From an optimization exercise on the open Yosys and OpenROAD flow, aimed at small area; shortcuts taken in it are not production practice.
Function was checked by simulation only, so behaviour that the tests miss may differ from the original.
Power and IR drop assume default switching activity.

// crc_frame_engine
module crc_frame_engine (
    input  wire        clk,
    input  wire        rst,         
    input  wire        req_valid,
    output wire        req_ready,
    input  wire        req_write,
    input  wire [6:0]  req_addr,    
    input  wire [1:0]  req_size,    
    input  wire [31:0] req_wdata,
    output wire        rsp_valid,
    output wire        rsp_err,     
    output wire [31:0] rsp_rdata
);
    reg [199:0] r;             
    reg [7:0]   t;             
    reg [15:0]  crc;
    reg [15:0]  calc_crc;      
    reg [3:0]   count;
    reg [2:0]   pres;
    reg         cmd_err;
    reg         ovf;
    reg         smp_vld;       
    reg         fcrc_vld;      
    reg         busy;          
    wire [2:0] tk  = t[2:0];               
    wire [4:0] tb  = t[7:3];               
    wire       eob = (tk == 3'd7);
    wire       wrap = eob && (tb == 5'd24);
    wire [31:0] w       = req_wdata;
    wire [3:0]  cmd_op  = w[3:0];
    wire [7:0]  cmd_a   = w[15:8];
    wire [7:0]  cmd_len = w[23:16];
    wire        cmd_src = w[4];
    wire [4:0]  word    = req_addr[6:2];
    wire bus_ok = (req_size == 2'd2) && (req_addr[1:0] == 2'b00);
    wire wr_ok  = req_valid && bus_ok && req_write;
  ...
Size in the first run: about 80 I/O pins.
Settings: LEC_CHECK=0, CAP_MARGIN=20, CORE_MARGIN=2, CORE_UTILIZATION=60, GPL_TIMING_DRIVEN=0, SLEW_MARGIN=20; clock period 6.0 ns.
standard.sh (not shown) runs the stock make flow with config.mk's settings and CLKGATE_MAP_FILE= SYNTH_SCRIPT=/design/flow/synth_recipe.tcl, a recipe that flattens the netlist after the stock synthesis.
==> flow/flow/run.sh <==
#!/bin/bash
# Own layout flow: the standard flow (standard.sh) with a few ORFS
# variables set for a smaller layout:
#  - synthesis maps the logic with an area-oriented ABC script and leaves
#    adders to ABC (ADDER_MAP_FILE empty)
#    (flow/abc_area.script in place of ORFS's abc_speed.script; every other
#    ORFS script is an unchanged copy, so registers are as in the standard
#    synthesis)
#  - the netlist's synthesis buffers are removed at floorplan
#  - port buffers are buf_1 instead of the default delay-buffer cell
#  - clock tree synthesis uses clkbuf_8 and inserts no dummy loads
# The make output goes to standard.log; each tool's own log is kept by ORFS
# under orfs/logs/.
set -euo pipefail
here=$(pwd)
rm -rf "$here/scripts_area"
cp -r "$FLOW_HOME/scripts" "$here/scripts_area"
cp "$here/flow/abc_area.script" "$here/scripts_area/abc_speed.script"
export SCRIPTS_DIR="$here/scripts_area"
export REMOVE_ABC_BUFFERS=1
export ADDER_MAP_FILE=
export BUFFER_PORTS_ARGS="-buffer_cell sky130_fd_sc_hd__buf_1"
export CTS_ARGS="-sink_clustering_enable -repair_clock_nets -dont_use_dummy_load -buf_list sky130_fd_sc_hd__clkbuf_8 -sink_clustering_size 24 -sink_clustering_max_diameter 50"
bash standard.sh > standard.log 2>&1
==> flow/flow/abc_area.script <==
strash
dc2
dch -f
amap -F 4 -A 8
strash
dc2
dch -f
amap -F 4 -A 8
topo
stime -c
dnsize -c
Edit:
--- a/flow/flow/run.sh
+++ b/flow/flow/run.sh
@@ -21,4 +21,4 @@
 export ADDER_MAP_FILE=
 export BUFFER_PORTS_ARGS="-buffer_cell sky130_fd_sc_hd__buf_1"
-export CTS_ARGS="-sink_clustering_enable -repair_clock_nets -dont_use_dummy_load -buf_list sky130_fd_sc_hd__clkbuf_8 -sink_clustering_size 24 -sink_clustering_max_diameter 50"
+export CTS_ARGS="-sink_clustering_enable -repair_clock_nets -dont_use_dummy_load -buf_list sky130_fd_sc_hd__clkbuf_8 -sink_clustering_size 20 -sink_clustering_max_diameter 50"
 bash standard.sh > standard.log 2>&1
Settings changed: CORE_UTILIZATION 60 to 40.
The new run ran to the end with no violations.
Critical path depth rises by 1.
Final area rises by about 2%.
Sequential share of layout area falls by 1.2 points.
Wire length rises by 2.4%.
Total power rises by about 3.3%.
Via count falls by about 3%.
Clock skew is about the same.
Non-clock buffer count rises by 4.
Core utilization falls by 22 points.
Worst hold slack is worse by 0.014 ns.
First-iteration DRC count falls by about 21%.
Edit:
Settings changed: CORE_UTILIZATION 40 to 60.
Routed wire length shrinks by 2.2%.
Power drops by 2.6%.
Core utilization came out higher by 22 points.
Worst setup slack got worse by 0.11 ns.
Area after synthesis does not change.
Via count rises by 3.6%.
Global-route usage grows by 7.8 points.
Synthesized cell count stays the same.

## what the ideal ports hide
Ports are ideal in the flow. The routed layouts listed here were re-timed in OpenROAD. Step 1, drivers: a clkbuf_16 drives clk and a buf_2 each remaining input, both assumed. Step 2 adds t to the input delays and takes it off the output delays; t is the mean of the earliest and latest rising clock arrival at the registers after step 1. Input paths then give back, and output paths get back, about the clock's delay inside the block. Slacks: ideal ports / drivers / drivers and shift; pairs: ideal ports / drivers.
run | t, ns | setup WS [ns] | worst setup path after step 2 | slew at the worst register clock pin (ns) | cell pins on the clock port's net
the first run | 0.528 | 0.087 / 0.067 / -0.163 | input to register | 0.12 / 0.12 | 1
the second run | 0.544 | 0.173 / 0.150 / -0.050 | input to register | 0.11 / 0.11 | 1
the third run | 0.524 | 0.067 / 0.048 / -0.219 | input to register | 0.11 / 0.11 | 1
Met with ideal ports but missed after step 2: setup timing in every run listed. For the third run, which loses most, drivers alone change the setup slack by -0.019 ns; drivers and shift together by -0.286 ns.
